This is an optimization exercise on Yosys and OpenROAD, whose aim is small area, not a production implementation. Only simulation tests tie the RTL to the original design; equivalence was not proved. Power figures rest on the tool's default switching activity, not on a simulated workload.

== build 84 ==
==> flow/design.v <==
module ircore_tx (
    input  wire        clk,
    input  wire        rst,             
    input  wire        enq_valid,       
    input  wire        enq_rc6,         
    input  wire [2:0]  enq_mode,        
    input  wire [7:0]  enq_a,           
    input  wire [7:0]  enq_b,           
    output wire        enq_ready,       
    output wire        tx,              
    output wire        tx_idle          
);
    reg  [19:0] q [0:8];
    wire [8:0]  v;              
    wire [8:0]  fr;             
    wire        pop;            
    genvar gi;
    generate
        for (gi = 0; gi < 9; gi = gi + 1) begin : g_v
            assign v[gi] = q[gi][19] | ~q[gi][16];
        end
    endgenerate
    assign fr[8] = ~v[8] | pop | rst;
    generate
        for (gi = 0; gi < 8; gi = gi + 1) begin : g_fr
            assign fr[gi] = ~v[gi] | fr[gi + 1];
        end
    endgenerate
    assign enq_ready = fr[0];
    assign tx_idle   = ~|v;
    wire [19:0] in = {enq_valid & enq_rc6 & ~rst, enq_mode[2:1],
                      ~enq_valid | (enq_rc6 & enq_mode[0]), enq_a, enq_b};
    always @(posedge clk) begin
        if (fr[0]) q[0] <= in | {3'd0, rst, 16'd0};
    end
    generate
        for (gi = 1; gi < 9; gi = gi + 1) begin : g_q
            always @(posedge clk) begin
                if (fr[gi])
                    q[gi] <= {q[gi - 1][19] & ~rst, q[gi - 1][18:17],
                              q[gi - 1][16] | rst, q[gi - 1][15:0]};
            end
        end
    endgenerate
    wire [19:0] hd  = q[8];
    wire        rc6 = hd[19];
    reg        act;             
    reg [5:0]  n;               
    reg [1:0]  c;               
    reg [10:0] pre;             
    reg        tg;              
    wire tick = (pre == {5'b00001, rc6, 5'b00110});
    wire [7:0] src = n[4] ? hd[7:0] : hd[15:8];
    wire       sb  = src[~n[2:0]];
    wire [3:0] mt  = {tg, hd[16], hd[17], hd[18]};
    wire       b   = rc6 ? ((n[4:3] == 2'b00) ? (n[2] ? mt[n[1:0]] : 1'b1) : sb)
                         : sb ^ n[3];
    wire       w2  = (n[4:3] == 2'b00) & (n[2] | (n[1] ^ n[0]));
    wire lvl = rc6 ? ((n[4:0] == 5'd1) | (~(n[4] & n[3]) & (b ^ (w2 ? c[1] : c[0]))))
                   : (n[5] ? ~(n[2] & n[1]) : (c == 2'd0));
    wire cl   = rc6 ? w2 : (n[5] | b);
    wire send = c[0] & (c[1] == cl);
    wire fend = rc6 ? ((n[4:0] == 5'd26) & c[0]) : n[5] & ~n[4];
    assign pop = act & tick & fend;
    assign tx  = act & lvl;
    always @(posedge clk) begin
        pre <= (~act | tick) ? 11'b01011011001 : {pre[9:0], pre[10] ^ pre[1]};
        if (~act) begin
            n <= rc6 ? 6'd1 : 6'd58;
            c <= 2'd0;
        end else if (tick) begin
            if (send) begin
                n <= n + 6'd1;
                c <= 2'd0;
            end else begin
                c <= c + 2'd1;
            end
        end
    end
    always @(posedge clk) begin
        if (rst) begin
            act <= 1'b0;
            tg  <= 1'b0;
        end else begin
            if (~act) act <= v[8];
            else if (pop) begin
                act <= 1'b0;
                if (rc6) tg <= ~tg;
            end
        end
    end
endmodule
clock: 10.0 ns
lec_check: 0
cap_margin: 20
core_margin: 2
core_utilization: 40
cts_buf_list: sky130_fd_sc_hd__clkbuf_8
cts_cluster_diameter: 60
cts_cluster_size: 20
slew_margin: 20
standard.sh (not shown) runs the stock make flow with config.mk's settings and CLKGATE_MAP_FILE= SYNTH_SCRIPT=/design/flow/synth_recipe.tcl, a recipe that flattens the netlist after the stock synthesis.
==> flow/flow/run.sh <==
#!/bin/bash
# The standard layout (standard.sh) with three changes: an area-oriented ABC
# script for the combinational logic (the flip-flops are mapped before ABC, as
# in the standard synthesis), smaller port buffers, and a clock tree built
# without dummy balancing loads.
set -euo pipefail
rm -rf scripts_area
cp -r "$FLOW_HOME/scripts" scripts_area
printf 'strash\ndch -f\nmap\nmfs2\nstrash\ndch -f\nmap\ntopo\ndnsize -c\n' > scripts_area/abc_speed.script
export SCRIPTS_DIR="$PWD/scripts_area"
export BUFFER_PORTS_ARGS="-buffer_cell sky130_fd_sc_hd__buf_1"
export CTS_ARGS="-sink_clustering_enable -repair_clock_nets -buf_list sky130_fd_sc_hd__clkbuf_8 -root_buf sky130_fd_sc_hd__clkbuf_4 -sink_clustering_size 20 -sink_clustering_max_diameter 60 -dont_use_dummy_load"
bash standard.sh > standard.log 2>&1
The inputs of build 3 differ from those of build 84 as listed below.
==> flow/flow/run.sh <==
#!/bin/bash
# The standard layout (standard.sh), with smaller port buffers and a clock
# tree built without dummy balancing loads.
set -euo pipefail
export BUFFER_PORTS_ARGS="-buffer_cell sky130_fd_sc_hd__buf_1"
export CTS_ARGS="-sink_clustering_enable -repair_clock_nets -buf_list sky130_fd_sc_hd__clkbuf_8 -root_buf sky130_fd_sc_hd__clkbuf_4 -sink_clustering_size 24 -sink_clustering_max_diameter 40 -dont_use_dummy_load"
bash standard.sh > standard.log 2>&1
[summary]
What build 3 reported for number of multi-input combinational cells has to be multiplied by 1.5 to get the figure for build 84. Compared with build 84, build 3 has less setup slack. Build 3 vs. build 84: summed instance area of the synthesized netlist dropped 1.5%, final standard cell area without fillers now smaller. [compare] base=build 84 new=build 3: number of cells traversed by the worst register-to-register path held, compound-gate portion of the synthesized area has decreased, share of total power in combinational logic shrank by 0.3 points, multi-input logic area lower. Total power, build 84 and build 3, lower one = build 84.
> inputs changed (build 3 -> build 62)
==> flow/flow/run.sh <==
#!/bin/bash
# The standard layout (standard.sh), with smaller port buffers and a clock
# tree built without dummy balancing loads.
set -euo pipefail
export BUFFER_PORTS_ARGS="-buffer_cell sky130_fd_sc_hd__buf_1"
export CTS_ARGS="-sink_clustering_enable -repair_clock_nets -buf_list sky130_fd_sc_hd__clkbuf_8 -root_buf sky130_fd_sc_hd__clkbuf_4 -sink_clustering_size 23 -sink_clustering_max_diameter 60 -dont_use_dummy_load"
bash standard.sh > standard.log 2>&1
## What came out
Any difference in initial core utilization between build 62 and build 3 is small enough to ignore. Build 62 against build 3: power shrank by 110 uW; post-route standard cell area excluding fillers went down by 1.8%; wire length on met1 now smaller.
Relative to build 62, the following input files were edited for build 38:
- CTS_BUF_LIST no longer set, was sky130_fd_sc_hd__clkbuf_8
- CTS_CLUSTER_SIZE no longer set, was 20
- CORE_UTILIZATION now 60, was 40
- CTS_CLUSTER_DIAMETER no longer set, was 60
==> flow/flow/run.sh <==
#!/bin/bash
# The standard layout (standard.sh), with smaller port buffers and a clock
# tree built without dummy balancing loads.
set -euo pipefail
export BUFFER_PORTS_ARGS="-buffer_cell sky130_fd_sc_hd__buf_1"
export CTS_ARGS="-sink_clustering_enable -repair_clock_nets -buf_list sky130_fd_sc_hd__clkbuf_8 -root_buf sky130_fd_sc_hd__clkbuf_4 -sink_clustering_size 20 -sink_clustering_max_diameter 60 -dont_use_dummy_load"
bash standard.sh > standard.log 2>&1
- In summary, build 38 completed successfully, with a layout that passed the timing, DRC and antenna checks.
- Build 38 gives more share of power burned in the clock network than build 62 did.
- Build 38 vs build 62 — chip height dropped by more than 10%
- Build 38 vs build 62: total power up slightly
- Compared build 62 against build 38; maximum fanout along the worst path within noise.
- Between build 62 and build 38, the difference in maximum frequency is negligible.

==> separate check: timing with driven ports <==
Ports are ideal in the flow. The routed layouts listed here were re-timed in OpenROAD.
Step 1 sets driving cells, clkbuf_16 on the clock port and buf_2 on the other inputs (assumed; they add their load-dependent delay and slew).
Step 2 also shifts input and output timing later by t, the mid clock arrival at the registers, as if the neighbouring blocks saw the same clock.
a / b / c = ideal ports / drivers / drivers and shift; a / b = the first two.
run | t, ns | setup WS [ns] | hold slack, ns | latest minus earliest clock arrival (ns) | slew at the worst register clock pin (ns)
build 84 | 0.551 | 3.170 / 3.136 / 3.136 | 0.382 / 0.382 / 0.382 | 0.068 / 0.068 | 0.11 / 0.11
build 3 | 0.616 | 2.759 / 2.729 / 2.729 | 0.409 / 0.409 / 0.409 | 0.125 / 0.125 | 0.09 / 0.09
build 62 | 0.570 | 2.778 / 2.748 / 2.748 | 0.421 / 0.421 / 0.421 | 0.053 / 0.053 | 0.12 / 0.12
build 38 | 0.555 | 2.767 / 2.747 / 2.747 | 0.403 / 0.403 / 0.403 | 0.036 / 0.036 | 0.11 / 0.11
After both steps every run listed still meets setup and hold. The setup slack of build 84, which loses most, moves by -0.034 ns with the drivers and by -0.034 ns with both steps.
